Source: an optimization exercise on an open RTL-to-GDS flow (aim: small area, a short achievable clock period and few clock cycles per item). Production flows keep margins and buffers that such runs may drop. RTL that was checked went through simulation tests only; none was proved equivalent to the original. No activity file was given, so power comes from the tool's default toggle rates.

==> module netblk_rx, before the edit <==
module netblk_rx (
    input  wire        clk,
    input  wire        rst,
    input  wire        in_valid,
    output wire        in_ready,
    input  wire [31:0] in_data,
    input  wire [2:0]  in_nbytes,    
    input  wire        in_last,
    output wire        res_valid,
    input  wire        res_ready,
    output reg  [2:0]  res_kind,
    output reg  [31:0] res_src,
    output reg  [7:0]  res_type,
    output reg  [15:0] res_id,
    output reg  [15:0] res_seq,
    output reg  [10:0] res_dlen,
    output reg  [1:0]  res_rstat,
    output reg  [15:0] res_ip_csum,
    output reg  [15:0] res_icmp_csum
);
    localparam [10:0] CNT0 = 11'd2020;    
    function [15:0] oc_add;
        input [15:0] a;
        input [15:0] b;
        reg   [15:0] g, p, g1, p1, g2, p2, g3, p3, g4;
        integer i;
        begin
            g = a & b;
            p = a ^ b;
            for (i = 0; i < 16; i = i + 1) begin
                g1[i] = g[i]  | (p[i]  & g[(i + 15) % 16]);
                p1[i] = p[i]  & p[(i + 15) % 16];
            end
            for (i = 0; i < 16; i = i + 1) begin
                g2[i] = g1[i] | (p1[i] & g1[(i + 14) % 16]);
                p2[i] = p1[i] & p1[(i + 14) % 16];
            end
            for (i = 0; i < 16; i = i + 1) begin
                g3[i] = g2[i] | (p2[i] & g2[(i + 12) % 16]);
                p3[i] = p2[i] & p2[(i + 12) % 16];
            end
            for (i = 0; i < 16; i = i + 1)
                g4[i] = g3[i] | (p3[i] & g3[(i + 8) % 16]);
            for (i = 0; i < 16; i = i + 1)
                oc_add[i] = p[i] ^ g4[(i + 15) % 16];
        end
    endfunction
    function [15:0] oc_add3;
        input [15:0] a;
        input [15:0] b;
        input [15:0] c;
        reg   [15:0] s, y;
        begin
            s = a ^ b ^ c;
            y = (a & b) | (a & c) | (b & c);
            oc_add3 = oc_add(s, {y[14:0], y[15]});
        end
    endfunction
    reg        rdy;        
    reg        v1;
    reg [31:0] d1;
    reg [2:0]  nb1;
    reg        l1;
    reg        done;       
    reg        qv;         
    reg        icmp;       
    reg [2:0]  k2;         
    assign in_ready  = rdy;
    assign res_valid = done;
    wire accept = in_valid && rdy;
    wire c2     = v1 && !done;                
    wire take   = done && res_ready;
    wire absorb = v1 && done && !l1 && !qv;
    wire v1_next   = (v1 && !c2 && !absorb) || accept;
    wire l1_next   = accept ? in_last : l1;
    wire qv_next   = absorb || (qv && !c2);
    wire done_next = (c2 && l1) || (done && !res_ready);
    always @(posedge clk) begin
        if (rst) begin
            rdy  <= 1'b1;
            v1   <= 1'b0;
            done <= 1'b0;
            qv   <= 1'b0;
            k2   <= 3'd0;
        end else begin
            rdy  <= !(done_next && v1_next && (l1_next || qv_next));
            v1   <= v1_next;
            done <= done_next;
            qv   <= qv_next;
            if ((c2 && l1))
                k2 <= 3'd0;
            else if ((c2 || absorb) && k2 != 3'd7)
                k2 <= k2 + 3'd1;
        end
    end
    wire [2:0] k2p1 = (k2 == 3'd7) ? 3'd7 : k2 + 3'd1;
    wire       in_lt6 = v1 ? (l1 || k2 < 3'd5)     : (k2 < 3'd6);
    wire       in_at6 = v1 ? (!l1 && k2p1 == 3'd6) : (k2 == 3'd6);
    wire       in_zero = !rdy ||
                         (in_last && (in_lt6 || (in_at6 && !in_nbytes[2]) || !icmp));
    reg [31:0] in_masked;
    always @(*) begin
        if (in_zero)
            in_masked = 32'h0000_0000;
        else
            case (in_nbytes)
                3'd0:    in_masked = 32'h0000_0000;
                3'd1:    in_masked = in_data & 32'hFF00_0000;
                3'd2:    in_masked = in_data & 32'hFFFF_0000;
                3'd3:    in_masked = in_data & 32'hFFFF_FF00;
                default: in_masked = in_data;
            endcase
    end
    always @(posedge clk) begin
        d1 <= in_masked;
        if (accept) begin
            nb1 <= in_nbytes;
            l1  <= in_last;
        end
    end
    wire [31:0] w = d1;
    wire [10:0] kb    = res_dlen;
    wire [8:0]  kk    = kb[10:2];                   
    wire        at2   = (k2 == 3'd2);
    wire        at3   = (k2 == 3'd3);
    wire        at4   = (k2 == 3'd4);
    wire        at5   = (k2 == 3'd5);
    wire        at6   = (k2 == 3'd6);
    wire        data  = (k2 == 3'd7);
    wire        full  = nb1[2];                     
    wire        lt20  = !k2[2] || (at4 && !full);
    wire        neg   = !data && !(at6 && full);    
    wire        big   = data && (kk > 9'd368 || (kk == 9'd368 && nb1 != 3'd0));
    wire [3:0]  clo   = {1'b0, kb[2:0]} + {1'b0, nb1};
    reg  [7:0]  chi;
    integer j;
    always @(*) begin
        for (j = 0; j < 8; j = j + 1)
            chi[j] = kb[3 + j] ^ (clo[3] & (&(kb[3 +: 8] | (8'hFF << j))));
    end
    wire [10:0] cnt_n = {chi, clo[2:0]};
    wire        ge3     = icmp && !neg;
    wire        is_req  = ge3 && (res_type == 8'd8);
    wire        src_lb  = (res_src[31:24] == 8'd127);
    wire        send_ok = is_req && !big && src_lb;
    wire        last    = l1;
    wire [15:0] af    = oc_add3(res_icmp_csum, w[31:16], w[15:0]);
    wire [15:0] ibase = res_ip_csum;
    wire [3:0]  ilo   = {1'b0, ibase[2:0]} + {1'b0, nb1};
    reg  [12:0] ihi;
    integer m;
    always @(*) begin
        for (m = 0; m < 13; m = m + 1)
            ihi[m] = ibase[3 + m] ^ (ilo[3] & (&(ibase[3 +: 13] | (13'h1FFF << m))));
    end
    wire        icy   = ilo[3] & (&ibase[15:3]);
    wire [15:0] if1   = icy ? {13'd0, ilo[2:0] + 3'd1} : {ihi, ilo[2:0]};
    always @(posedge clk) begin
        if (c2) begin
            if (at2) icmp <= (d1[23:16] == 8'd1);
            if (at3 || (last && lt20))     res_src  <= d1;
            if (at5 || (last && !ge3))     res_type <= d1[31:24];
            if (at6 || (last && !ge3)) begin
                res_id  <= d1[31:16];
                res_seq <= d1[15:0];
            end
            res_dlen <= (last && !ge3) ? 11'd0 : cnt_n;
        end
        if (rst || take)
            res_dlen <= (qv_next && !rst) ? CNT0 + 11'd4 : CNT0;
        if (c2) begin
            if (last)              res_icmp_csum <= send_ok ? ~af : 16'd0;
            else if (at2)          res_icmp_csum <= 16'h0413;
            else if (at5)          res_icmp_csum <= 16'd0;
            else                   res_icmp_csum <= af;
            if (last)              res_ip_csum <= send_ok ? ~if1 : 16'd0;
            else if (at3)          res_ip_csum <= af;
            else                   res_ip_csum <= if1;
            if (last) begin
                res_kind  <= lt20                   ? 3'd0 :
                             !icmp                  ? 3'd1 :
                             neg                    ? 3'd2 :
                             (res_type == 8'd8)     ? 3'd3 :
                             (res_type == 8'd0)     ? 3'd4 : 3'd5;
                res_rstat <= !is_req ? 2'd0 :
                             big     ? 2'd2 :
                             !src_lb ? 2'd1 : 2'd0;
            end
        end
    end
endmodule
Settings: LEC_CHECK=0, CAP_MARGIN=20, CORE_MARGIN=2, CORE_UTILIZATION=70, SLEW_MARGIN=20; clock period 12.0 ns.
standard.sh (not shown) runs the stock make flow with config.mk's settings and CLKGATE_MAP_FILE= SYNTH_SCRIPT=/design/flow/synth_recipe.tcl, a recipe that flattens the netlist after the stock synthesis.
==> flow/flow/run.sh <==
#!/bin/bash
# Standard synthesis, then the standard layout with: plain buf_1 port
# buffers instead of the delay buffers buffer_ports picks by default; a
# clock tree of clkbuf_8 leaves under a clkbuf_16 root; and timing repair
# aiming at a setup slack of 8.45 ns.
set -euo pipefail
bash standard.sh synth > synth.log 2>&1
bash standard.sh \
  BUFFER_PORTS_ARGS="-buffer_cell sky130_fd_sc_hd__buf_1" \
  CTS_ARGS="-sink_clustering_enable -repair_clock_nets -buf_list sky130_fd_sc_hd__clkbuf_8 -root_buf sky130_fd_sc_hd__clkbuf_16" \
  SETUP_SLACK_MARGIN=8.45 \
  finish > layout.log 2>&1
The first run produced a clean layout.
Testbench counts at the start, summed over its fixed seeds: cycles 117,999, packets 3,200.
Rerun with:
--- a/flow/design.v
+++ b/flow/design.v
@@ -92,13 +92,15 @@
             else if ((c2 || absorb) && k2 != 3'd7)
                 k2 <= k2 + 3'd1;
         end
     end
-    wire [2:0] k2p1 = (k2 == 3'd7) ? 3'd7 : k2 + 3'd1;
-    wire       in_lt6 = v1 ? (l1 || k2 < 3'd5)     : (k2 < 3'd6);
-    wire       in_at6 = v1 ? (!l1 && k2p1 == 3'd6) : (k2 == 3'd6);
-    wire       in_zero = !rdy ||
-                         (in_last && (in_lt6 || (in_at6 && !in_nbytes[2]) || !icmp));
+    wire [2:0] k2p1   = (k2 == 3'd7) ? 3'd7 : k2 + 3'd1;
+    wire [2:0] kin    = v1 ? (l1 ? 3'd0 : k2p1) : k2;
+    wire       in_any = !rdy || kin == 3'd0 || kin == 3'd1 || kin == 3'd4 ||
+                        (kin[2] && kin[1] && !icmp);
+    wire       in_at6 = (kin == 3'd6);
+    wire       in_hdr = (kin == 3'd2) || (kin == 3'd3) || (kin == 3'd5);
+    wire       in_zero = in_any || (in_at6 && !in_nbytes[2]) || (in_last && in_hdr);
     reg [31:0] in_masked;
     always @(*) begin
         if (in_zero)
             in_masked = 32'h0000_0000;
What happened:
- count of clock-buffer cells in the layout does not change
- worst setup slack improved by 0.014 ns
- cell count rose by about 2.2%
- power fell by 18%
- global-route usage came out higher by 0.60 points
- sequential share of layout area climbs by 0.15 points
- non-clock buffer count went up by 1
- register-to-register slack loses 0.06 ns
- flip-flop and latch count does not change
Only the layout flow was run in the second run of this note; the RTL was not checked for function there.

separate check: timing with driven ports:
No port has a modelled driver above. Below, the same layouts with a new extraction and two added sets of constraints.
Step 1, drivers: a clkbuf_16 drives clk and a buf_2 each remaining input, both assumed.
Step 2 also shifts input and output timing later by t, the mid clock arrival at the registers, as if the neighbouring blocks saw the same clock.
Three values: ideal ports, drivers, drivers and shift; two values: the first two.
| run | t (ns) | setup WS [ns] | latest minus earliest clock arrival (ns) | slew at the worst register clock pin (ns) | pins driven straight from the clock port |
|---|---|---|---|---|---|
| the first run | 0.425 | 8.498 / 8.486 / 8.089 | 0.014 / 0.015 | 0.09 / 0.09 | 1 |
| the second run | 0.433 | 8.511 / 8.470 / 8.212 | 0.019 / 0.020 | 0.10 / 0.10 | 1 |
After both steps setup and hold are still met in every run listed. For the first run, which loses most, drivers alone change the setup slack by -0.012 ns; drivers and shift together by -0.409 ns.
